This design comes from an exercise in tuning for a short achievable clock period and few clock cycles per item on the open sky130 flow, not from production work.
Only simulation tests tie the RTL to the original design; equivalence was not proved.

==> 07-16 <==
==> flow/design.v <==
module rpk_dec (
    input  wire        clk,
    input  wire        rst,           
    input  wire        begin_i,       
    input  wire [7:0]  begin_ch,
    input  wire [63:0] begin_npix,
    input  wire        abort_i,       
    input  wire [2:0]  abort_kind,
    input  wire        in_valid,
    input  wire [7:0]  in_data,
    output wire        in_ready,
    output wire        pix_valid,
    output wire [31:0] pix_data,
    input  wire        pix_ready,
    output wire [1:0]  phase,
    output wire [2:0]  err
);
    localparam [1:0] PH_IDLE   = 2'd0,
                     PH_ACTIVE = 2'd1,
                     PH_DONE   = 2'd2,
                     PH_POISON = 2'd3;
    reg [1:0]  ph;
    reg [2:0]  err_r;
    reg        pv;            
    reg        ir;            
    reg        b_op;          
    reg        b_l1;          
    reg        b_l2;          
    reg        b_arg;         
    reg        ch4;           
    reg [63:0] remain;        
    reg [31:0] cur;           
    reg [1:0]  rtype;         
    reg [19:0] run;           
    reg [2:0]  hi;            
    reg        len2;          
    reg [7:0]  len_b1;        
    reg [3:0]  kpre;          
    reg [23:0] arg;           
    reg [1:0]  argleft;       
    reg        m_idx;         
    reg [6:0]  idx;           
    reg        peek_v;        
    reg        newpix;        
    wire in_fire = in_valid && ir && pix_ready;
    wire px_fire = pv && pix_ready;
    assign in_ready  = ir && pix_ready;
    assign pix_valid = pv;
    assign pix_data  = cur;
    assign phase     = ph;
    assign err       = err_r;
    function [6:0] mul13;
        input [6:0] x;
        begin
            case (x)
            7'd0: mul13 = 7'd0;
            7'd1: mul13 = 7'd13;
            7'd2: mul13 = 7'd26;
            7'd3: mul13 = 7'd39;
            7'd4: mul13 = 7'd52;
            7'd5: mul13 = 7'd65;
            7'd6: mul13 = 7'd78;
            7'd7: mul13 = 7'd91;
            7'd8: mul13 = 7'd104;
            7'd9: mul13 = 7'd117;
            7'd10: mul13 = 7'd2;
            7'd11: mul13 = 7'd15;
            7'd12: mul13 = 7'd28;
            7'd13: mul13 = 7'd41;
            7'd14: mul13 = 7'd54;
            7'd15: mul13 = 7'd67;
            7'd16: mul13 = 7'd80;
            7'd17: mul13 = 7'd93;
            7'd18: mul13 = 7'd106;
            7'd19: mul13 = 7'd119;
            7'd20: mul13 = 7'd4;
            7'd21: mul13 = 7'd17;
            7'd22: mul13 = 7'd30;
            7'd23: mul13 = 7'd43;
            7'd24: mul13 = 7'd56;
            7'd25: mul13 = 7'd69;
            7'd26: mul13 = 7'd82;
            7'd27: mul13 = 7'd95;
            7'd28: mul13 = 7'd108;
            7'd29: mul13 = 7'd121;
            7'd30: mul13 = 7'd6;
            7'd31: mul13 = 7'd19;
            7'd32: mul13 = 7'd32;
            7'd33: mul13 = 7'd45;
            7'd34: mul13 = 7'd58;
            7'd35: mul13 = 7'd71;
            7'd36: mul13 = 7'd84;
            7'd37: mul13 = 7'd97;
            7'd38: mul13 = 7'd110;
            7'd39: mul13 = 7'd123;
            7'd40: mul13 = 7'd8;
            7'd41: mul13 = 7'd21;
            7'd42: mul13 = 7'd34;
            7'd43: mul13 = 7'd47;
            7'd44: mul13 = 7'd60;
            7'd45: mul13 = 7'd73;
            7'd46: mul13 = 7'd86;
            7'd47: mul13 = 7'd99;
            7'd48: mul13 = 7'd112;
            7'd49: mul13 = 7'd125;
            7'd50: mul13 = 7'd10;
            7'd51: mul13 = 7'd23;
            7'd52: mul13 = 7'd36;
            7'd53: mul13 = 7'd49;
            7'd54: mul13 = 7'd62;
            7'd55: mul13 = 7'd75;
            7'd56: mul13 = 7'd88;
            7'd57: mul13 = 7'd101;
            7'd58: mul13 = 7'd114;
            7'd59: mul13 = 7'd127;
            7'd60: mul13 = 7'd12;
            7'd61: mul13 = 7'd25;
            7'd62: mul13 = 7'd38;
            7'd63: mul13 = 7'd51;
            7'd64: mul13 = 7'd64;
            7'd65: mul13 = 7'd77;
            7'd66: mul13 = 7'd90;
            7'd67: mul13 = 7'd103;
            7'd68: mul13 = 7'd116;
            7'd69: mul13 = 7'd1;
            7'd70: mul13 = 7'd14;
            7'd71: mul13 = 7'd27;
            7'd72: mul13 = 7'd40;
            7'd73: mul13 = 7'd53;
            7'd74: mul13 = 7'd66;
            7'd75: mul13 = 7'd79;
            7'd76: mul13 = 7'd92;
            7'd77: mul13 = 7'd105;
            7'd78: mul13 = 7'd118;
            7'd79: mul13 = 7'd3;
            7'd80: mul13 = 7'd16;
            7'd81: mul13 = 7'd29;
            7'd82: mul13 = 7'd42;
            7'd83: mul13 = 7'd55;
            7'd84: mul13 = 7'd68;
            7'd85: mul13 = 7'd81;
            7'd86: mul13 = 7'd94;
            7'd87: mul13 = 7'd107;
            7'd88: mul13 = 7'd120;
            7'd89: mul13 = 7'd5;
            7'd90: mul13 = 7'd18;
            7'd91: mul13 = 7'd31;
            7'd92: mul13 = 7'd44;
            7'd93: mul13 = 7'd57;
            7'd94: mul13 = 7'd70;
            7'd95: mul13 = 7'd83;
            7'd96: mul13 = 7'd96;
            7'd97: mul13 = 7'd109;
            7'd98: mul13 = 7'd122;
            7'd99: mul13 = 7'd7;
            7'd100: mul13 = 7'd20;
            7'd101: mul13 = 7'd33;
            7'd102: mul13 = 7'd46;
            7'd103: mul13 = 7'd59;
            7'd104: mul13 = 7'd72;
            7'd105: mul13 = 7'd85;
            7'd106: mul13 = 7'd98;
            7'd107: mul13 = 7'd111;
            7'd108: mul13 = 7'd124;
            7'd109: mul13 = 7'd9;
            7'd110: mul13 = 7'd22;
            7'd111: mul13 = 7'd35;
            7'd112: mul13 = 7'd48;
            7'd113: mul13 = 7'd61;
            7'd114: mul13 = 7'd74;
            7'd115: mul13 = 7'd87;
            7'd116: mul13 = 7'd100;
            7'd117: mul13 = 7'd113;
            7'd118: mul13 = 7'd126;
            7'd119: mul13 = 7'd11;
            7'd120: mul13 = 7'd24;
            7'd121: mul13 = 7'd37;
            7'd122: mul13 = 7'd50;
            7'd123: mul13 = 7'd63;
            7'd124: mul13 = 7'd76;
            7'd125: mul13 = 7'd89;
            7'd126: mul13 = 7'd102;
            7'd127: mul13 = 7'd115;
            endcase
        end
    endfunction
    function [6:0] hash7;
        input [31:0] p;
        begin
            hash7 = mul13(mul13(mul13(7'h58 ^ p[30:24]) ^ p[22:16]) ^ p[14:8]) ^ p[6:0];
        end
    endfunction
    reg          wen1, wen2, wen3;    
    reg  [6:0]   wa1, wa2, wa3;
    reg  [31:0]  wd1, wd2, wd3;
    reg  [127:0] wsel;                
    wire [31:0]  cache_q [0:127];
    reg  [127:0] cache_v;
    reg          begin_q;
    wire [127:0] cache_v_n = begin_q ? 128'd0 : (cache_v | wsel);
    always @(posedge clk) begin
        begin_q <= begin_i;
        cache_v <= cache_v_n;
        wen1    <= newpix && !begin_i;
        wa1     <= hash7(cur);
        wd1     <= cur;
        wen2    <= wen1 && !begin_i;
        wa2     <= wa1;
        wd2     <= wd1;
        wsel    <= (wen1 && !begin_i) ? (128'd1 << wa1) : 128'd0;
        wen3    <= wen2 && !begin_i;
        wa3     <= wa2;
        wd3     <= wd2;
    end
    genvar gi;
    generate
        for (gi = 0; gi < 128; gi = gi + 1) begin : g_slot
            reg [31:0] slot;
            always @(posedge clk) begin
                if (wsel[gi])
                    slot <= wd2;
            end
            assign cache_q[gi] = slot;
        end
    endgenerate
    wire [127:0] isel = (128'd1 << in_data[6:0]) & cache_v_n;
    reg  [31:0]  part [0:15];
    integer g, k;
    always @(posedge clk) begin
        peek_v <= in_valid && !in_fire && !begin_i && !rst;
        if (in_valid) begin
            idx <= in_data[6:0];
            for (g = 0; g < 16; g = g + 1) begin
                part[g] <= 32'h0000_0000;
                for (k = 0; k < 8; k = k + 1)
                    if (isel[g*8+k])
                        part[g] <= cache_q[g*8+k];
            end
        end
    end
    reg [31:0] part_or;
    always @(*) begin
        part_or = 32'h0000_0000;
        for (g = 0; g < 16; g = g + 1)
            part_or = part_or | part[g];
    end
    wire [31:0] lookup = (wen1 && wa1 == idx) ? wd1 :
                         (wen2 && wa2 == idx) ? wd2 :
                         (wen3 && wa3 == idx) ? wd3 : part_or;
    reg [31:0] rec_pix;
    always @(*) begin
        case (rtype)
            2'd1: rec_pix = cur ^ {6'd0, in_data[7:6], 6'd0, in_data[5:4],
                                   6'd0, in_data[3:2],
                                   6'd0, (ch4 ? in_data[1:0] : 2'd0)};
            2'd2: rec_pix = cur ^ {3'd0, arg[7:3], 2'd0, arg[2:0], in_data[7:5],
                                   3'd0, in_data[4:0], 8'd0};
            default: rec_pix = ch4 ? {arg, in_data} : {arg[15:0], in_data, cur[7:0]};
        endcase
    end
    wire [1:0] need = (rtype == 2'd1) ? 2'd0 :
                      (rtype == 2'd2) ? 2'd1 :
                      (ch4 ? 2'd3 : 2'd2);
    wire ch_ok   = (begin_ch == 8'd3) || (begin_ch == 8'd4);
    wire npix_nz = (begin_npix != 64'd0);
    wire active  = (ph == PH_ACTIVE);
    wire last    = (remain == 64'd1);
    wire last2   = (remain == 64'd2);
    always @(posedge clk) begin
        if (rst) begin
            ph    <= PH_IDLE;
            err_r <= 3'd0;
        end else if (begin_i) begin
            if (!ch_ok) begin
                ph    <= PH_POISON;
                err_r <= 3'd3;                       
            end else begin
                ph    <= npix_nz ? PH_ACTIVE : PH_DONE;
                err_r <= 3'd0;
            end
        end else if (active && abort_i) begin
            ph    <= PH_POISON;
            err_r <= abort_kind;
        end else if (px_fire && last) begin
            ph    <= PH_DONE;
        end
    end
    wire stop = rst || (active && abort_i) || (px_fire && last);
    wire lenpend = b_l1 || b_l2;
    wire nxt    = px_fire && (run != 20'd0) && !lenpend;
    wire run0   = nxt ? (run == 20'd1) : (run == 20'd0);
    wire lastn  = pv ? last2 : last;
    wire [4:0]  kd   = {1'b0, kpre} + {4'd0, pv};
    wire [19:0] ofs1 = 20'd16   - {15'd0, kd};
    wire [19:0] ofs2 = 20'd2064 - {15'd0, kd};
    always @(posedge clk) begin
        newpix <= 1'b0;
        if (begin_i) begin
            {b_op, b_l1, b_l2, b_arg} <= 4'b1000;
            m_idx   <= 1'b0;
            pv      <= 1'b0;
            ir      <= ch_ok && npix_nz;
            ch4     <= (begin_ch == 8'd4);
            remain  <= begin_npix;
            cur     <= 32'h0000_00FF;                
            rtype   <= 2'd0;
            run     <= 20'd0;
        end else if (stop) begin
            pv      <= 1'b0;
            ir      <= 1'b0;
            m_idx   <= 1'b0;
        end else if (m_idx) begin
            cur     <= lookup;
            m_idx   <= 1'b0;
            pv      <= 1'b1;
            ir      <= !last;
        end else if (pix_ready) begin
            if (px_fire)
                remain <= remain - 64'd1;
            if (nxt) begin
                run <= run - 20'd1;
                if (rtype == 2'd0) begin
                    ir <= run0 && !lastn;
                end else begin
                    pv <= 1'b0;
                end
            end else if (px_fire && lenpend) begin
                kpre <= kpre + 4'd1;
                pv   <= (kpre < 4'd14) && !lastn;
            end else if (px_fire) begin
                pv <= 1'b0;
            end
            if (in_fire) begin
                if (b_op) begin
                    if (!in_data[7]) begin           
                        run <= 20'd0;
                        if (peek_v) begin
                            cur   <= lookup;
                            pv    <= 1'b1;
                            ir    <= !lastn;
                        end else begin
                            m_idx <= 1'b1;
                            ir    <= 1'b0;
                        end
                    end else begin
                        rtype   <= in_data[6:5];
                        hi      <= in_data[2:0];
                        len2    <= in_data[3];
                        argleft <= (in_data[6:5] == 2'd1) ? 2'd0 :
                                   (in_data[6:5] == 2'd2) ? 2'd1 :
                                   (ch4 ? 2'd3 : 2'd2);
                        b_op    <= 1'b0;
                        if (in_data[6:5] != 2'd0) begin
                            run   <= {15'd0, in_data[4:0]};
                            b_arg <= 1'b1;
                        end else if (!in_data[4]) begin
                            run   <= {16'd0, in_data[3:0]};
                            b_op  <= 1'b1;
                            pv    <= 1'b1;
                            ir    <= (in_data[3:0] == 4'd0) && !lastn;
                        end else begin
                            b_l1  <= 1'b1;
                            kpre  <= 4'd0;
                            pv    <= !lastn;
                        end
                    end
                end
                if (b_l1) begin
                    b_l1 <= 1'b0;
                    if (len2) begin
                        len_b1 <= in_data;
                        b_l2   <= 1'b1;
                    end else begin
                        run  <= {9'd0, hi, in_data} + ofs1;
                        b_op <= 1'b1;
                        pv   <= 1'b1;
                        ir   <= 1'b0;
                    end
                end
                if (b_l2) begin
                    run  <= {1'b0, hi, len_b1, in_data} + ofs2;
                    b_l2 <= 1'b0;
                    b_op <= 1'b1;
                    pv   <= 1'b1;
                    ir   <= 1'b0;
                end
                if (b_arg) begin
                    if (argleft == 2'd0) begin
                        cur     <= rec_pix;
                        newpix  <= 1'b1;
                        argleft <= need;
                        pv     <= 1'b1;
                        ir     <= !lastn;
                        b_op   <= run0;
                        b_arg  <= !run0;
                    end else begin
                        arg     <= {arg[15:0], in_data};
                        argleft <= argleft - 2'd1;
                    end
                end
            end
        end
    end
endmodule
==> flow/flow/run.sh <==
#!/bin/bash
set -euo pipefail
here=$(pwd)
bash standard.sh SETUP_SLACK_MARGIN=5.8 MAX_REPAIR_ANTENNAS_ITER_DRT=10 \
  POST_DETAIL_ROUTE_TCL="$here/flow/post_drt.tcl" finish > standard.log 2>&1
==> flow/flow/post_drt.tcl <==
# Sourced by ORFS's detail_route.tcl after its own antenna repair rounds:
# more rounds of diode insertion and rerouting while violations are left.
set post_drt_rounds 0
while { [check_antennas] && $post_drt_rounds < 6 } {
  repair_antennas
  detailed_route {*}$::all_args
  incr post_drt_rounds
}
==> flow/standard.sh <==
#!/bin/bash
# synth_recipe.tcl (not shown) runs the flow's synth.tcl, then flattens the netlist and writes it again
# the make line also repeats each setting of config.mk as NAME=value (left out here)
make -C /OpenROAD-flow-scripts/flow DESIGN_CONFIG=/design/flow/config.mk WORK_HOME=/design/flow/orfs CLKGATE_MAP_FILE= SYNTH_SCRIPT=/design/flow/synth_recipe.tcl "${@:-finish}"
==> flow/config.mk <==
export PLATFORM = sky130hd
export DESIGN_NAME = rpk_dec
export DESIGN_NICKNAME = rpk_dec
export VERILOG_FILES = /design/flow/design.v
export SDC_FILE = /design/flow/constraint.sdc
export NUM_CORES = 8
export LEC_CHECK = 0
export ABC_CLOCK_PERIOD_IN_PS = 4000
export CAP_MARGIN = 60
export CORE_MARGIN = 2
export CORE_UTILIZATION = 40
export PLACE_DENSITY = 0.55
export SLEW_MARGIN = 40
==> flow/constraint.sdc <==
create_clock -name core_clock -period 10.0 [get_ports {clk}]
set_input_delay 2.0000 -clock core_clock [delete_from_list [all_inputs] [get_ports {clk}]]
set_output_delay 2.0000 -clock core_clock [all_outputs]
set_load 0.01 [all_outputs]
==> 12-05 (differences from 07-16) <==
--- a/flow/design.v
+++ b/flow/design.v
@@ -42,4 +42,8 @@
     reg [6:0]  idx;           
+    reg [127:0] idx_oh;       
     reg        peek_v;        
     reg        newpix;        
+    reg        wen;           
+    reg [6:0]  wa;
+    reg [31:0] wd;
     wire in_fire = in_valid && ir && pix_ready;
@@ -192,6 +196,2 @@
     endfunction
-    reg          wen1, wen2, wen3;    
-    reg  [6:0]   wa1, wa2, wa3;
-    reg  [31:0]  wd1, wd2, wd3;
-    reg  [127:0] wsel;                
     wire [31:0]  cache_q [0:127];
@@ -199,2 +199,3 @@
     reg          begin_q;
+    wire [127:0] wsel      = wen ? (128'd1 << wa) : 128'd0;
     wire [127:0] cache_v_n = begin_q ? 128'd0 : (cache_v | wsel);
@@ -203,12 +204,2 @@
         cache_v <= cache_v_n;
-        wen1    <= newpix && !begin_i;
-        wa1     <= hash7(cur);
-        wd1     <= cur;
-        wen2    <= wen1 && !begin_i;
-        wa2     <= wa1;
-        wd2     <= wd1;
-        wsel    <= (wen1 && !begin_i) ? (128'd1 << wa1) : 128'd0;
-        wen3    <= wen2 && !begin_i;
-        wa3     <= wa2;
-        wd3     <= wd2;
     end
@@ -220,3 +211,3 @@
                 if (wsel[gi])
-                    slot <= wd2;
+                    slot <= wd;
             end
@@ -225,5 +216,10 @@
     endgenerate
-    wire [127:0] isel = (128'd1 << in_data[6:0]) & cache_v_n;
-    reg  [31:0]  part [0:15];
-    integer g, k;
+    reg [31:0] cache_rd;
+    integer k;
+    always @(*) begin
+        cache_rd = 32'h0000_0000;
+        for (k = 0; k < 128; k = k + 1)
+            cache_rd = cache_rd | ({32{idx_oh[k]}} & cache_q[k]);
+    end
+    wire [31:0] lookup = (wen && wa == idx) ? wd : cache_rd;
     always @(posedge clk) begin
@@ -231,20 +227,11 @@
         if (in_valid) begin
-            idx <= in_data[6:0];
-            for (g = 0; g < 16; g = g + 1) begin
-                part[g] <= 32'h0000_0000;
-                for (k = 0; k < 8; k = k + 1)
-                    if (isel[g*8+k])
-                        part[g] <= cache_q[g*8+k];
-            end
+            idx    <= in_data[6:0];
+            idx_oh <= (128'd1 << in_data[6:0]) & cache_v_n;
         end
     end
-    reg [31:0] part_or;
-    always @(*) begin
-        part_or = 32'h0000_0000;
-        for (g = 0; g < 16; g = g + 1)
-            part_or = part_or | part[g];
+    always @(posedge clk) begin
+        wen <= newpix && !begin_i;
+        wa  <= hash7(cur);
+        wd  <= cur;
     end
-    wire [31:0] lookup = (wen1 && wa1 == idx) ? wd1 :
-                         (wen2 && wa2 == idx) ? wd2 :
-                         (wen3 && wa3 == idx) ? wd3 : part_or;
     reg [31:0] rec_pix;
==> flow/flow/run.sh (replaced) <==
#!/bin/bash
set -euo pipefail
bash standard.sh SETUP_SLACK_MARGIN=5.8 MAX_REPAIR_ANTENNAS_ITER_DRT=10 finish > standard.log 2>&1
removed: flow/flow/post_drt.tcl
==> out/results.ini <==
[outcome]
status=timing/DRC/antenna clean

[synth]
synth_compound_area_frac=0.119
synthTopCellsByCount=4,339 x edfxtp_1, 877 x a22oi_1, 613 x a221oi_1

[finish]
n_all_inverters=44
drive_above_1_share=0.184
reg_top3=g_slot.slot (4096), cache_v (128), idx_oh (128)
nClkBuffers=591

[worst_setup_path]
r2r-start=idx_oh[41]
crit_buf_inv=5

[placed_design]
pre_cts_ws_ns=4.36

[clock_tree]
clock_sinks=4575

[detailed_routing]
post_drt_wl_per_cell_um=56.5

(the above is from 12-05)
==> out/results.ini <==
[synth]
syn_area_um2=186000
synthTopCellsByCount=4,723 x edfxtp_1, 1,052 x a22oi_1, 674 x nor2_1
synth_compound_area_frac=0.100

[finish]
seq_area_um2=151000
drive_above_1_share=0.164
n_all_inverters=72
nClkBuffers=699
reg_top3=g_slot.slot (4096), part (512)
final_cell_mix=4,723 x edfxtp_1, 1,052 x a22oi_1, 667 x nor2_1

[outcome]
status=timing/DRC/antenna clean

[hold_path]
min_to=wd2[19]

[detailed_routing]
post_drt_wl_per_cell_um=32.1

[placed_design]
dp_cells=17385
pre_cts_ws_ns=4.21

[worst_setup_path]
crit_buf_inv=2
r2r-start=cur[24]

[clock_tree]
insertion_delay_ns=1.07

(the above is from 07-16)
Testbench counts of 07-16, summed over its fixed seeds: cycles 95,673, pixels 69,704.
Testbench counts of 12-05, summed over its fixed seeds: cycles 95,673, pixels 69,704.

-- separate check: timing with driven ports --
Ports are ideal in the flow. The routed layouts listed here were re-timed in OpenROAD.
Step 1, drivers: a clkbuf_16 drives clk and a buf_2 each remaining input, both assumed.
Step 2, shift: input delay + t, output delay - t, t = (earliest + latest rising clock arrival at the registers) / 2. This alone moves slack from input paths to output paths.
Slacks: ideal / step 1 / step 2; pairs: ideal / step 1.
| run | shift t [ns] | setup WS [ns] | hold slack, ns |
|---|---|---|---|
| 07-16 | 1.162 | 5.662 / 5.617 / 4.707 | 0.343 / 0.343 / 0.343 |
| 12-05 | 1.185 | 5.437 / 5.437 / 4.865 | 0.374 / 0.374 / 0.374 |
After both steps setup and hold are still met in every run listed. For 07-16, which loses most, drivers alone change the setup slack by -0.045 ns; drivers and shift together by -0.955 ns.
